This design comes from an exercise in tuning for small area, a short achievable clock period and few clock cycles on the open sky130 flow, not from production work.
Function was checked by simulation only, so behaviour that the tests miss may differ from the original.
Power and IR drop assume default switching activity.

File: flow/config.mk
export PLATFORM = sky130hd
export DESIGN_NAME = sspwm_ec
export DESIGN_NICKNAME = sspwm_ec
export VERILOG_FILES = /design/flow/design.v
export SDC_FILE = /design/flow/constraint.sdc
export NUM_CORES = 4
export LEC_CHECK = 0
export CAP_MARGIN = 20
export CORE_MARGIN = 2
export CORE_UTILIZATION = 40
export PLACE_DENSITY = 0.6
export SLEW_MARGIN = 20
File: flow/constraint.sdc
create_clock -name core_clock -period 38.0 [get_ports {clk}]
set_input_delay 7.6000 -clock core_clock [delete_from_list [all_inputs] [get_ports {clk}]]
set_output_delay 7.6000 -clock core_clock [all_outputs]
set_load 0.01 [all_outputs]
File: flow/design.v
module sspwm_ec (
    input  wire        clk,
    input  wire        rst,
    input  wire        cmd_valid,
    input  wire [31:0] cmd_word,
    output wire        cmd_ready,
    input  wire        rd_en,
    input  wire [15:0] rd_addr,
    output reg  [31:0] rd_data,
    output reg         rd_valid
);
    localparam integer N           = 16;
    localparam integer BW          = 8;
    localparam integer LMAX        = 255;
    reg [N-1:0][BW-1:0]    bright;      
    reg                    rst_d;       
    reg [1:0][N-1:0][BW-1:0] sb;        
    reg [1:0][N-1:0][3:0]    rk;        
    reg [1:0][4:0]           cnt;       
    reg [1:0]                rz;        
    reg              busy;
    reg              h_sel;
    reg              initd;
    reg              err_illegal;
    reg              err_badch;
    reg [1:0]        first_err;
    reg [31:0]       errcmd;            
    assign cmd_ready = ~busy;
    wire [3:0]  op  = cmd_word[31:28];
    wire [3:0]  rsv = cmd_word[27:24];
    wire [7:0]  ch  = cmd_word[23:16];
    wire [15:0] val = cmd_word[15:0];
    wire [BW-1:0] val_clamped = (|val[15:8]) ? 8'hFF : val[7:0];
    wire low_zero    = (cmd_word[27:0] == 28'h0);
    wire is_setter   = (op == 4'h1) || (op == 4'h2);
    wire is_illegal  = (rsv != 4'h0) ||
                       (op == 4'h0 && !low_zero) ||
                       ((op == 4'h3 || op == 4'h4) && !low_zero) ||
                       (op > 4'h4);
    wire is_all      = (ch == 8'hFF);
    wire is_badch    = !is_illegal && is_setter && !is_all && (ch[7:4] != 4'h0);
    wire do_set      = !is_illegal && is_setter && !is_badch;
    wire do_publish  = !is_illegal && ((op == 4'h2 && !is_badch) || op == 4'h3 || op == 4'h4);
    wire accept = cmd_valid & ~busy & ~rst;
    reg [N-1:0]  rem;           
    reg          cfirst;        
    reg [3:0]    j;             
    reg [N-1:0]  rem_eff, hit;
    reg [BW-1:0] nxt;
    reg [N-1:0][BW-1:0] t0;
    reg [7:0][BW-1:0]   t1;
    reg [3:0][BW-1:0]   t2;
    reg [1:0][BW-1:0]   t3;
    integer c;
    always @* begin
        for (c = 0; c < N; c = c + 1)
            rem_eff[c] = cfirst ? ((bright[c] != 8'h00) && (bright[c] != 8'hFF)) : rem[c];
        for (c = 0; c < N; c = c + 1)
            t0[c] = bright[c] | {BW{~rem_eff[c]}};
        for (c = 0; c < 8; c = c + 1)
            t1[c] = (t0[2*c] < t0[2*c+1]) ? t0[2*c] : t0[2*c+1];
        for (c = 0; c < 4; c = c + 1)
            t2[c] = (t1[2*c] < t1[2*c+1]) ? t1[2*c] : t1[2*c+1];
        for (c = 0; c < 2; c = c + 1)
            t3[c] = (t2[2*c] < t2[2*c+1]) ? t2[2*c] : t2[2*c+1];
        nxt = (t3[0] < t3[1]) ? t3[0] : t3[1];
        for (c = 0; c < N; c = c + 1)
            hit[c] = rem_eff[c] && (bright[c] == nxt);
    end
    wire         any_rem = |rem_eff;
    wire         done    = ~|(rem_eff & ~hit);
    wire [4:0]   m       = any_rem ? {1'b0, j} + 5'd1 : 5'd0;
    wire         tgt     = ~h_sel;
    integer i;
    always @(posedge clk) begin
        rst_d <= rst;
        for (i = 0; i < N; i = i + 1)
            if (accept && do_set && (is_all || ch[3:0] == i))
                bright[i] <= val_clamped;
            else if (rst_d)
                bright[i] <= LMAX[BW-1:0];
        if (accept && (is_illegal || is_badch) && first_err == 2'd0)
            errcmd <= cmd_word;
        if (rst) begin
            busy        <= 1'b0;
            h_sel       <= 1'b0;
            initd       <= 1'b0;
            err_illegal <= 1'b0;
            err_badch   <= 1'b0;
            first_err   <= 2'd0;
        end else if (busy) begin
            if (done) begin
                busy  <= 1'b0;
                h_sel <= ~h_sel;
            end
        end else if (accept) begin
            if (is_illegal) begin
                err_illegal <= 1'b1;
                if (first_err == 2'd0)
                    first_err <= 2'd1;
            end
            if (is_badch) begin
                err_badch <= 1'b1;
                if (first_err == 2'd0)
                    first_err <= 2'd2;
            end
            if (do_publish) begin
                busy <= 1'b1;
                if (op == 4'h4)
                    initd <= 1'b1;
            end
        end
    end
    always @(posedge clk) begin
        cfirst <= ~busy;
        if (busy) begin
            rem <= rem_eff & ~hit;
            j   <= j + 4'd1;
        end else
            j   <= 4'd0;
        if (busy) begin
            sb[tgt]  <= bright;
            cnt[tgt] <= m;
            for (c = 0; c < N; c = c + 1)
                if (hit[c])
                    rk[tgt][c] <= j;
        end
        if (rst)
            rz <= 2'b11;
        else if (busy)
            rz[tgt] <= 1'b0;
    end
    wire                  rb   = rd_addr[15];
    wire [N-1:0][BW-1:0]  s_b  = sb[rb] | {N*BW{rz[rb]}};
    wire [N-1:0][3:0]     r_b  = rk[rb];
    wire [4:0]            c_b  = rz[rb] ? 5'd0 : cnt[rb];
    reg [N-1:0]  zv, mv, mask_rd;
    reg [7:0]    hi, lo;
    reg [9:0]    dlt;
    reg [4:0]    k;
    integer q;
    always @* begin
        for (q = 0; q < N; q = q + 1) begin
            zv[q] = (s_b[q] == 8'h00);
            mv[q] = !zv[q] && (s_b[q] != 8'hFF);
        end
        k = rd_addr[6:2];
        for (q = 0; q < N; q = q + 1)
            mask_rd[q] = zv[q] | (mv[q] & ({1'b0, r_b[q]} <= rd_addr[9:5]));
        hi = 8'd0;
        lo = 8'd0;
        for (q = 0; q < N; q = q + 1) begin
            if (mv[q] && {1'b0, r_b[q]} == rd_addr[6:2])
                hi = hi | s_b[q];
            if (mv[q] && {1'b0, r_b[q]} + 5'd1 == rd_addr[6:2])
                lo = lo | s_b[q];
        end
        if (rd_addr[6:2] == c_b)
            hi = 8'hFF;
        dlt = 10'd3 * ({2'b00, hi} - {2'b00, lo});
    end
    reg [31:0] rd_mux;
    always @* begin
        rd_mux = 32'd0;
        if (rd_addr[1:0] == 2'b00) begin
            if (rd_addr == 16'h0000)
                rd_mux = {16'd255, 8'd16, 8'd16};
            else if (rd_addr == 16'h0004)
                rd_mux = 32'd3;
            else if (rd_addr == 16'h0008)
                rd_mux = {16'd0, 5'd0, 1'b0, first_err, 1'b0, err_badch, err_illegal,
                          1'b0, h_sel, initd, 1'b0, busy};
            else if (rd_addr == 16'h000C)
                rd_mux = (first_err == 2'd0) ? 32'd0 : errcmd;
            else if (rd_addr[15:6] == 10'h004)
                rd_mux = {24'd0, bright[rd_addr[5:2]] | {8{rst_d}}};
            else if (rd_addr[15:14] == 2'b01 || rd_addr[15:14] == 2'b10) begin
                if (rd_addr[13:0] == 14'h0000)
                    rd_mux = {27'd0, c_b};
                else if (rd_addr[13:0] == 14'h0080)
                    rd_mux = {16'd0, zv};
                else if (rd_addr[13:10] == 4'b0001) begin
                    if (rd_addr[9:2] <= {3'd0, c_b})
                        rd_mux = {22'd0, dlt};
                end
                else if (rd_addr[13:12] == 2'b01 && rd_addr[4:2] == 3'd0) begin
                    if (rd_addr[11:5] <= 7'd16)
                        rd_mux = {16'd0, mask_rd};
                end
            end
        end
    end
    always @(posedge clk) begin
        rd_valid <= rd_en & ~rst;
        rd_data  <= rd_mux;
    end
endmodule
File: flow/run.sh
#!/bin/bash
# synth_recipe.tcl (not shown) runs the flow's synth.tcl, then flattens the netlist and writes it again
# the make line also repeats each setting of config.mk as NAME=value (left out here)
make -C /OpenROAD-flow-scripts/flow DESIGN_CONFIG=/design/flow/config.mk WORK_HOME=/design/flow/orfs CLKGATE_MAP_FILE= SYNTH_SCRIPT=/design/flow/synth_recipe.tcl finish
==> results.yml <==
outcome:
  status: "complete, no violations"
detailed_routing:
  drtPass1Iterations: 9
  routedWlPerCell_microns: 32.15
  vias: 35330
  drc_errors: 0
  drt-initial-drc-count: 5149
  wl_mm: 175.8
  drt-vias-per-instance: 6.462
  antenna_left: 0
global_routing:
  grt_pass1_vias: 32600
  overflow: 0
  antenna_found_initial: 9
  grt_start_max_net_pins: 85
  grt_busiest_layer: "met2"
  grt_usage_pct: 32.92
  grt_pass1_wl_mm: 245.0
  gr-usage-met3_pct: 7.211
  met1_usage_pct: 44.04
  met2_usage_pct: 49.73
layout:
  final_core_util_pct: 45.10
  finalInstanceArea_sq_um: 45820
  nNetsFinal: 4301
  drive_gt1_share_pct: 9.915
  fin_cells: 5467
  area_growth_pct: 12.10
placement:
  routabilityCongestion: 1.092
  dp_cells: 5332
  dpl_cell_area_sq_um: 43320
  pre_cts_ws_ns: 22.18
  post-dp-hpwl_mm: 131.6
  portBuffers: 85
yosys:
  synthesis.area_sq_um: 40880
  seq_area_frac_synth_pct: 44.22
  synthCells: 3995
  yosys.area.top_type: "edfxtp_1"
  ys_seq_elements: 618
  yosysWarnings: 1
  synth-edff-count: 570
  synthArstFlopShare_pct: 0
  synth_ff_type: "edfxtp_1"
  synth_nets: 4258
  synth.top_cell.area_share_pct: 41.87
  ys_types: 107
  yosys-top-cells-area: "edfxtp_1 (42%), ha_1 (6.4%), mux2i_1 (3.7%)"
  syn_area_per_cell_sq_um: 10.23
clocking:
  cts_resized: 0
  clock_latency_ns: 0.65
  clockRootBuffer: "clkbuf_16"
  postCtsSetupBuffers: 0
  clockBufferDepth: 3
  hold_buffers: 0
  cts_tree: "done"
  cts.sinks: 618
  numCtsBuffers: 71
  cts.clk_slew.worst_paths_ns: 0.06
  h-tree-depth: 3
sta:
  fin_skew_ns: 0.02149
  slew_viol_final: 0
  rsz0062_at_grt: "no"
  hold_viol: 0
  setup_slack_ns: 22.65
  relSlewSlack_pct: 18.67
  setup-violations-final: 0
  max_freq_mhz: 65.13
  min_period_ns: 15.35
  fin_setup_tns_ns: 0
  period_share_pct: 40.41
  worst_slew_pin_slew_ns: 1.210
die:
  die_h_microns: 323.7
  initial_core_util_pct: 40.23
  dieWidth_microns: 323.7
  coreArea_sq_um: 101600
  io_pins: 86
  num_rows: 117
  dieArea_sq_um: 104800
job:
  drv_cap: 0
worst_setup_path:
  crit_fanout: 84
  critical_path.startpoint_type: "input port"
  critPathKind: "in -> reg"
  cp.arrival_ns: 15.84
  required_ns: 38.49
  end_kind: "flop"
hold_path:
  hp-class: "reg -> reg"
power:
  power.density_nw_per_um2: 54.71
  vdd_ir_drop_max_uv: 98.51
  p_leak_nw: 16.09
[Yosys cell counts (all sizes together), types with 13 or more instances]
| cell | number |
|---|---|
| and2 | 29 |
| mux2 | 18 |
| a21o | 37 |
| mux4 | 40 |
| a41oi | 25 |
| a22oi | 21 |
| o211ai | 25 |
| nor3 | 106 |
| a211o | 26 |
| a211oi | 113 |
| a22o | 13 |
| mux2i | 153 |
| and3 | 26 |
| o22ai | 45 |
| xor2 | 84 |
| a221oi | 35 |
| o31ai | 17 |
| clkbuf | 122 |
| ha | 209 |
| or3 | 21 |
| o221ai | 15 |
| nor4 | 103 |
| nand2 | 367 |
| nor2b | 96 |
| edfxtp | 570 |
| nand3 | 90 |
| or4 | 34 |
| a31oi | 33 |
| o21a | 33 |
| inv | 204 |
| a21oi | 168 |
| nand4 | 111 |
| nor2 | 273 |
| a222oi | 15 |
| nand2b | 40 |
| or2 | 57 |
| xnor2 | 166 |
| o221a | 16 |
| buf | 82 |
| o21ai | 134 |
| dfxtp | 48 |
[metrics by stage]
step | power [mW] | hold slack [ns]
final | 2.507 | 0.4400
after global routing | 2.591 | 0.4609
after CTS | 2.475 | 0.4415
after detailed placement | 1.750 | 0.4245
after global placement | 1.741 | 0.4205
after floorplan | 1.489 | 0.4165
[cell families (layout without fill, tap and decap cells)]
group,after synthesis,in the layout,synth area share [%]
muxes,211,211,6.455
other,0,4,0
buffers and inverters,410,510,4.065
xor gates and xnor gates,250,250,5.357
and+or+nand+nor,1383,1383,17.07
adders and majority gates,211,211,6.495
AOI/OAI and AO/OA,912,912,16.33
DFF,618,618,44.22
[worst max-delay path: stages]
cell,delay (ns)
buf_8,0.50
mux2_2,0.41
buf_4,0.31
a211oi_1,1.02
nand4_1,0.68
nand4_1,0.69
o221ai_1,0.18
a21oi_1,0.19
o2111ai_1,0.32
a221oi_1,0.35
nand3_1,0.15
ha_1,0.25
fa_1,0.48
inv_1,0.07
ha_1,0.23
fa_1,0.41
a21o_1,0.18
a21oi_1,0.22
o21bai_1,0.10
a21oi_1,0.22
nor2b_1,0.08
o21a_1,0.16
o21ai_0,0.21
nand2_1,0.08
nand2_1,0.07
a221oi_1,0.10
a221oi_1,0.28
nor3_1,0.07
[cell usage in the layout, fill, tap and decap left out, drive strengths merged, types with 26 or more instances in the layout]
cell type and instances:
a211o 26, or4 34, clkinv 27, nand2b 40
a221oi 35, xor2 84, a211oi 113, nand3 90
nor2 273, nor4 103, nand4 111, nor3 106
xnor2 166, o21ai 134, buf 94, dfxtp 48
nand2 367, or2 57, inv 209, o21a 33
mux4 40, nor2b 96, and3 26, a21o 37
clkdlybuf4s50 80, a31oi 33, and2 29, ha 209
clkbuf 82, o22ai 45, edfxtp 570, mux2i 153
a21oi 168
[final cells by class]
cell class,instances,area [sq um]
flip-flops and latches,618,18080
fillers,9690,55770
repair buffers,174,1535
multi-input cells,2967,21240
inverters,206,782.0
diodes,4,10.01
well taps,1368,1712
clock inverters,48,639.4
clock buffers,82,1828
[metal layers]
layer / routed length (microns) / share of wire [%] / vias up
li1: - / - / 15350
met4: 11710 / 6.7 / 4
met2: 75900 / 43 / 2089
met5: 29 / 0.017 / -
met1: 70630 / 40 / 17350
met3: 17480 / 9.9 / 536
[power breakdown]
group,internal (mW),switching (mW),leakage (nW)
logic,0.348,0.665,9.45
registers,0.744,0.0184,5.46
clock network,0.432,0.299,1.18
total,1.53,0.982,16.1
[path summary, 6_finish.rpt]
path / startpoint / end / slack (ns) / depth (start not counted)
worst max-delay path: rd_addr[15] / rd_data[9] / 22.65 / 28
worst min-delay path: errcmd[17] / rd_data[17] / 0.44 / 2
worst max register to register: bright[54] / h_sel / 23.15 / 42
worst min register to register: errcmd[17] / rd_data[17] / 0.44 / 2
Testbench counts, summed over its fixed seeds: cycles 20,185.

-- port drivers added, routing unchanged --
Ports are ideal in the flow. The routed layout listed here was re-timed in OpenROAD.
Step 1, drivers: a clkbuf_16 drives clk and a buf_2 each remaining input, both assumed.
Step 2 moves the port delays by t, midway between the first and last clock arrival at a register: inputs arrive t later, outputs are due t later. That takes back most of the time a late clock gives input paths.
a / b / c = no drivers / after step 1 / after step 2; a / b = the first two.
t (ns): 0.706
setup slack, ns: 22.646 / 22.650 / 21.944
worst setup path after step 2: input to register
After both steps setup and hold are still met in this run. For this run, drivers alone change the setup slack by +0.004 ns; drivers and shift together by -0.702 ns.
